Background: an optimization exercise with open tools, aiming at small area, a short achievable clock period and few clock cycles per item. Do not read the settings as production practice.
In this exercise RTL edits were held to simulation tests only and were not proved equivalent to the original.
Power is estimated from default activity; no workload was simulated.

## ntsc_csc
module ntsc_csc (
    input  wire        clk,
    input  wire        rst,
    input  wire        in_valid,
    output wire        in_ready,
    input  wire [1:0]  in_op,
    input  wire [31:0] in_data,
    output wire        out_valid,
    input  wire        out_ready,
    output wire [31:0] out_data,
    output wire        out_err
);
Size: roughly 3,000 cells after synthesis, about 180 flip-flops, about 73 I/O pins, about 23,000 µm² of cells after synthesis.
Settings: LEC_CHECK=0, CAP_MARGIN=20, CORE_MARGIN=2, CORE_UTILIZATION=40, SLEW_MARGIN=20; clock period 10.5 ns.
standard.sh (not shown) runs the stock make flow with config.mk's settings and CLKGATE_MAP_FILE= SYNTH_SCRIPT=/design/flow/synth_recipe.tcl, a recipe that flattens the netlist after the stock synthesis.
==> flow/flow/run.sh <==
#!/bin/bash
set -euo pipefail
bash standard.sh SETUP_SLACK_MARGIN=6.0 finish > standard_flow.log 2>&1
Testbench counts at the start, summed over its fixed seeds: cycles 2,981, items 2,048.
==> next run, changes <==
==> flow/run.sh (new file) <==
#!/bin/bash
# synth_recipe.tcl (not shown) runs the flow's synth.tcl, then flattens the netlist and writes it again
# the make line also repeats each setting of config.mk as NAME=value (left out here)
make -C /OpenROAD-flow-scripts/flow DESIGN_CONFIG=/design/flow/config.mk WORK_HOME=/design/flow/orfs CLKGATE_MAP_FILE= SYNTH_SCRIPT=/design/flow/synth_recipe.tcl finish
SETUP_SLACK_MARGIN = 5   (was not set)
removed: flow/flow/run.sh
removed: flow/standard.sh
Effect: Global-route usage fell by 2.4 points; via count fell by about 7%; total power fell by 14%.

========
== job 6273 ==
Starting RTL as in the previous note.
export LEC_CHECK = 0
export CAP_MARGIN = 20
export CORE_MARGIN = 2
export CORE_UTILIZATION = 40
export SLEW_MARGIN = 20
create_clock -name core_clock -period 10.5 [get_ports {clk}]
==> flow/flow/run.sh <==
#!/bin/bash
set -euo pipefail
bash standard.sh SETUP_SLACK_MARGIN=5.6 finish > standard_flow.log 2>&1
Job 6273 reached the final stage; the timing, design-rule and antenna checks on its layout passed.
Testbench counts of job 6273, summed over its fixed seeds: cycles 2,981, items 2,048.
## Diff of input files: job 3899 against job 6273
- ABC_CLOCK_PERIOD_IN_PS: unset -> 5000
- SETUP_SLACK_MARGIN: unset -> 5
==> flow/run.sh (new file) <==
#!/bin/bash
# synth_recipe.tcl (not shown) runs the flow's synth.tcl, then flattens the netlist and writes it again
# the make line also repeats each setting of config.mk as NAME=value (left out here)
make -C /OpenROAD-flow-scripts/flow DESIGN_CONFIG=/design/flow/config.mk WORK_HOME=/design/flow/orfs CLKGATE_MAP_FILE= SYNTH_SCRIPT=/design/flow/synth_recipe.tcl finish
removed: flow/flow/run.sh
removed: flow/standard.sh
### Flow results
Part of the total power dissipated in combinational logic down 0.7 points in job 3899 wrt job 6273. Job 3899 vs job 6273: power share of the clock group up in job 3899. Total vias in the final route: job 3899 better than job 6273. Compared with job 6273, in job 3899 final area now sits lower, routed wire length now sits lower.
Inputs modified between job 3899 and job 1553:
- ABC_CLOCK_PERIOD_IN_PS no longer set, was 5000
- CORE_UTILIZATION now 50, was 40
- SETUP_SLACK_MARGIN no longer set, was 5
==> flow/flow/run.sh (new file) <==
#!/bin/bash
set -euo pipefail
bash standard.sh SETUP_SLACK_MARGIN=5.6 finish > standard_flow.log 2>&1
==> flow/standard.sh (new file) <==
#!/bin/bash
# synth_recipe.tcl (not shown) runs the flow's synth.tcl, then flattens the netlist and writes it again
# the make line also repeats each setting of config.mk as NAME=value (left out here)
make -C /OpenROAD-flow-scripts/flow DESIGN_CONFIG=/design/flow/config.mk WORK_HOME=/design/flow/orfs CLKGATE_MAP_FILE= SYNTH_SCRIPT=/design/flow/synth_recipe.tcl "${@:-finish}"
removed: flow/run.sh
### Flow results
Side by side, wire length on met2 turned out higher in job 1553 than in job 3899.
Summary: with job 3899 as the reference, achievable frequency in job 1553 moved up by more than 10%.
Going from job 3899 to job 1553, global-route usage grows by 9.5 points.
Clock network fraction of design power in job 1553 is 0.4 points below job 3899.
| setup slack at placement | higher: job 1553 |
Min area growth from synthesis to layout across job 3899 and job 1553: job 3899
Multi-input gate area in the final layout: higher on job 1553
| combinational fraction of design power | job 1553 vs job 3899 | 1.3 points higher |
Job 1553 improves on job 3899 in tightest hold margin.
## Diff of input files: job 6757 against job 1553
- CORE_UTILIZATION changed from 50 to 40
==> flow/flow/run.sh <==
#!/bin/bash
set -euo pipefail
bash standard.sh SETUP_SLACK_MARGIN=5.8 finish > standard_flow.log 2>&1
Findings:
Job 1553 reports its critical path capture point as idx1[2]$_DFFE_PN_ while job 6757 reports d2[4]$_DFFE_PN_.
Against job 1553, internal power summed over all cells in job 6757 came out worse.
Note that the final cell count without fillers recorded for job 6757 amounts to 1.06 times the value seen in job 1553.
The routed via count divided by cell count in job 6757 was lower than what job 1553 gave.
The flow did not stop early for job 6757: all stages ran, and the layout cleared the timing, design-rule and antenna checks.
[compare] base=job 1553 new=job 6757: cell area went up, count of vias placed by the detailed router fell 114, worst setup slack +0.098 ns, transition time at the pin with the least slew margin shrank by 0.13 ns.

[port drivers added, routing unchanged]
Ports are ideal in the flow. The routed layouts listed here were re-timed in OpenROAD.
Step 1, drivers: a clkbuf_16 drives clk and a buf_2 each remaining input, both assumed.
Step 2 moves the port delays by t, midway between the first and last clock arrival at a register: inputs arrive t later, outputs are due t later. That takes back most of the time a late clock gives input paths.
Slacks: ideal / step 1 / step 2; pairs: ideal / step 1.
| run | shift t [ns] | setup slack, ns | worst register clock-pin slew, ns |
|---|---|---|---|
| the first run of note 1 | 0.551 | 5.735 / 5.701 / 5.701 | 0.10 / 0.10 |
| the second run of note 1 | 0.536 | 5.065 / 5.042 / 5.042 | 0.09 / 0.09 |
| job 6273 | 0.542 | 5.537 / 5.537 / 5.537 | 0.09 / 0.09 |
| job 3899 | 0.536 | 5.065 / 5.042 / 5.042 | 0.09 / 0.09 |
| job 1553 | 0.542 | 5.563 / 5.563 / 5.563 | 0.09 / 0.09 |
| job 6757 | 0.542 | 5.661 / 5.661 / 5.661 | 0.09 / 0.09 |
After both steps every run listed still meets setup and hold. The setup slack of the first run of note 1, which loses most, moves by -0.034 ns with the drivers and by -0.034 ns with both steps.
